What follows belongs to an exercise in optimizing a design on an open flow for small area, a short achievable clock period and few clock cycles; a production flow would make more cautious choices.
Function was checked by simulation only, so behaviour that the tests miss may differ from the original.
No activity file was given, so power comes from the tool's default toggle rates.

Setup of wip/willow:
## ccpd_parser
module ccpd_parser (
    input  wire        clk,
    input  wire        rst,
    input  wire        in_valid,
    output wire        in_ready,
    input  wire [31:0] in_data,
    input  wire [2:0]  in_nbytes,
    input  wire        in_last,
    output wire        hdr_valid,
    input  wire        hdr_ready,
    output reg  [4:0]  hdr_type,
    output reg  [2:0]  hdr_bank,
    output reg  [15:0] hdr_len,
    output reg  [2:0]  hdr_variant,
    output reg         hdr_listed,
    output wire        pl_valid,
    input  wire        pl_ready,
    output reg  [31:0] pl_data,
    output wire [2:0]  pl_nbytes,
    output wire        pl_last,
    output wire        done_valid,
    output wire        done_ok,
    output wire [31:0] done_pos,
    output wire [31:0] done_count
);
    localparam [2:0] V_GENERIC = 3'd0,
                     V_TILES   = 3'd1,
                     V_SPRITES = 3'd2,
                     V_PALETTE = 3'd3,
                     V_MAP     = 3'd4,
                     V_FLAGS   = 3'd5,
                     V_CODE    = 3'd6;
    function [3:0] dir_tab;
        input [8:0] x;
        begin
            dir_tab[0] = ((x & 9'd11) == 9'd1) | ((x & 9'd15) == 9'd8) | ((x & 9'd61) == 9'd8) | ((x & 9'd441) == 9'd8) | ((x & 9'd57) == 9'd33) | ((x & 9'd362) == 9'd34) | ((x & 9'd316) == 9'd36) | ((x & 9'd364) == 9'd36) | ((x & 9'd91) == 9'd74) | ((x & 9'd378) == 9'd74) | ((x & 9'd153) == 9'd129) | ((x & 9'd281) == 9'd257) | ((x & 9'd283) == 9'd266);
  ...
Size in the first run: about 1400 cells after synthesis, roughly 200 flip-flops, ~170 I/O pins, ~12000 um^2 of cells after synthesis.
export LEC_CHECK = 0
export CAP_MARGIN = 20
export CORE_MARGIN = 2
export CORE_UTILIZATION = 40
export PLACE_DENSITY = 0.6
export SETUP_SLACK_MARGIN = 1.75
export SLEW_MARGIN = 20
create_clock -name core_clock -period 5.0 [get_ports {clk}]
run.sh (not shown) runs the stock make flow with config.mk's settings and CLKGATE_MAP_FILE= SYNTH_SCRIPT=/design/flow/synth_recipe.tcl, a recipe that flattens the netlist after the stock synthesis.
wip/willow went all the way through synthesis, placement and routing and the layout is clean on timing, DRC and antenna.
Testbench counts of wip/willow, summed over its fixed seeds: cycles 21,282.
[inputs] wip/zinc vs wip/willow
==> flow/flow/run.sh (new file) <==
#!/bin/bash
# The standard layout (standard.sh: the ORFS flow with its synthesis),
# with one change: the buffers ORFS puts on the input and output ports are
# sky130_fd_sc_hd__buf_1 instead of the clkdlybuf4s50 delay cells it picks by
# default. Every port still gets its buffer.
set -euo pipefail
export BUFFER_PORTS_ARGS="-buffer_cell sky130_fd_sc_hd__buf_1"
bash standard.sh finish > standard.log 2>&1
==> flow/standard.sh (new file) <==
#!/bin/bash
# synth_recipe.tcl (not shown) runs the flow's synth.tcl, then flattens the netlist and writes it again
# the make line also repeats each setting of config.mk as NAME=value (left out here)
make -C /OpenROAD-flow-scripts/flow DESIGN_CONFIG=/design/flow/config.mk WORK_HOME=/design/flow/orfs CLKGATE_MAP_FILE= SYNTH_SCRIPT=/design/flow/synth_recipe.tcl "${@:-finish}"
removed: flow/run.sh
==> comparison <==
In the flow results for wip/zinc and wip/willow, the flip-flop and latch share of the layout cell area is smaller on wip/willow. Where via count is concerned, wip/willow is outperformed by wip/zinc. Diff wip/willow -> wip/zinc: power saw a decrease, met1 usage saw a decrease. Worst setup slack in wip/zinc is 0.0057 ns lower than in wip/willow. Compared with wip/willow, in wip/zinc area taken by multi-input logic gates went down; worst hold margin now sits lower. Per the comparison of wip/zinc with wip/willow, wire length -about 1.7%, met3 usage in global routing shows an increase of 0.34 points, peak supply drop has decreased, final design instance area without fill decreased by 8.0% relative to the old numbers.
diff inputs: wip/zinc => wip/tundra
- SETUP_SLACK_MARGIN: 1.75 -> 1.5
==> flow/run.sh (new file) <==
#!/bin/bash
# synth_recipe.tcl (not shown) runs the flow's synth.tcl, then flattens the netlist and writes it again
# the make line also repeats each setting of config.mk as NAME=value (left out here)
make -C /OpenROAD-flow-scripts/flow DESIGN_CONFIG=/design/flow/config.mk WORK_HOME=/design/flow/orfs CLKGATE_MAP_FILE= SYNTH_SCRIPT=/design/flow/synth_recipe.tcl finish
removed: flow/flow/run.sh
removed: flow/standard.sh
Results
wip/tundra against wip/zinc: number of clock-tree buffers in the layout -1, worst hold path depth -2, number of vias after detailed routing -140, post-layout minimum cycle time +0.15 ns.


Another version of the RTL of ccpd_parser (not shown whole).
Size: roughly 170 I/O pins, about 12000 um^2 of cells after synthesis.
==> flow/design.v (excerpt) <==
module ccpd_parser (
    input  wire        clk,
    input  wire        rst,
    input  wire        in_valid,
    output wire        in_ready,
    input  wire [31:0] in_data,
    input  wire [2:0]  in_nbytes,
    input  wire        in_last,
    output wire        hdr_valid,
    input  wire        hdr_ready,
    output reg  [4:0]  hdr_type,
    output reg  [2:0]  hdr_bank,
    output reg  [15:0] hdr_len,
    output reg  [2:0]  hdr_variant,
    output reg         hdr_listed,
    output wire        pl_valid,
    input  wire        pl_ready,
    output reg  [31:0] pl_data,
    output wire [2:0]  pl_nbytes,
    output wire        pl_last,
    output wire        done_valid,
    output wire        done_ok,
    output wire [31:0] done_pos,
    output wire [31:0] done_count
);
==> flow/config.mk <==
export PLATFORM = sky130hd
export DESIGN_NAME = ccpd_parser
export DESIGN_NICKNAME = ccpd_parser
export VERILOG_FILES = /design/flow/design.v
export SDC_FILE = /design/flow/constraint.sdc
export NUM_CORES = 4
export LEC_CHECK = 0
export CAP_MARGIN = 20
export CORE_MARGIN = 2
export CORE_UTILIZATION = 40
export PLACE_DENSITY = 0.6
export SETUP_SLACK_MARGIN = 1.75
export SLEW_MARGIN = 20
==> flow/constraint.sdc <==
create_clock -name core_clock -period 5.0 [get_ports {clk}]
set_input_delay 1.0000 -clock core_clock [delete_from_list [all_inputs] [get_ports {clk}]]
set_output_delay 1.0000 -clock core_clock [all_outputs]
set_load 0.01 [all_outputs]
standard.sh (not shown) runs the stock make flow with config.mk's settings and CLKGATE_MAP_FILE= SYNTH_SCRIPT=/design/flow/synth_recipe.tcl, a recipe that flattens the netlist after the stock synthesis.
==> flow/flow/run.sh <==
#!/bin/bash
# The standard layout (standard.sh: the ORFS flow with its synthesis),
# with one change: the buffers ORFS puts on the input and output ports are
# sky130_fd_sc_hd__buf_1 instead of the clkdlybuf4s50 delay cells it picks by
# default. Every port still gets its buffer.
set -euo pipefail
export BUFFER_PORTS_ARGS="-buffer_cell sky130_fd_sc_hd__buf_1"
bash standard.sh finish > standard.log 2>&1
Testbench counts at the start, summed over its fixed seeds: cycles 21,282.
Rerun with:
==> flow/run.sh (new file) <==
#!/bin/bash
# synth_recipe.tcl (not shown) runs the flow's synth.tcl, then flattens the netlist and writes it again
# the make line also repeats each setting of config.mk as NAME=value (left out here)
make -C /OpenROAD-flow-scripts/flow DESIGN_CONFIG=/design/flow/config.mk WORK_HOME=/design/flow/orfs CLKGATE_MAP_FILE= SYNTH_SCRIPT=/design/flow/synth_recipe.tcl finish
removed: flow/flow/run.sh
removed: flow/standard.sh
What happened: Die area is unchanged. Area after synthesis is unchanged. Worst setup slack degrades by 100 ps. Via count climbs slightly. Cell area climbs by a little under a tenth. Cell count climbs slightly. Power climbs slightly. Combinational power climbs by about a fifth. Global-route usage climbs by 1.3 points.
Rerun with:
SETUP_SLACK_MARGIN = 1.5   (was 1.75)
=>
- combinational power is lower by a little under a tenth
- register-to-register slack is worse by 210 ps
- non-clock buffer count is lower by 32
- routed wire length is lower by a few percent

-- static timing again, ports no longer ideal --
The results above use ideal ports. As a check the final layouts listed here were re-extracted and re-timed, cells and wires unchanged.
Step 1, drivers: a clkbuf_16 drives clk and a buf_2 each remaining input, both assumed.
Step 2 adds t to the input delays and takes it off the output delays; t is the mean of the earliest and latest rising clock arrival at the registers after step 1. Input paths then give back, and output paths get back, about the clock's delay inside the block.
a / b / c = ideal ports / drivers / drivers and shift; a / b = the first two.
run | t, ns | setup slack, ns | worst setup path at the end | latest minus earliest clock arrival (ns)
wip/willow | 0.490 | 1.672 / 1.665 / 1.350 | input to register | 0.014 / 0.014
wip/zinc | 0.502 | 1.666 / 1.666 / 1.337 | input to register | 0.017 / 0.018
wip/tundra | 0.485 | 1.511 / 1.463 / 1.052 | input to register | 0.019 / 0.020
the first run of note 2 | 0.502 | 1.829 / 1.801 / 1.372 | input to register | 0.018 / 0.019
the second run of note 2 | 0.502 | 1.727 / 1.673 / 1.391 | input to register | 0.016 / 0.017
the third run of note 2 | 0.497 | 1.613 / 1.561 / 1.162 | input to register | 0.013 / 0.013
After both steps every run listed still meets setup and hold. For wip/tundra, which loses most, drivers alone change the setup slack by -0.048 ns; drivers and shift together by -0.459 ns.
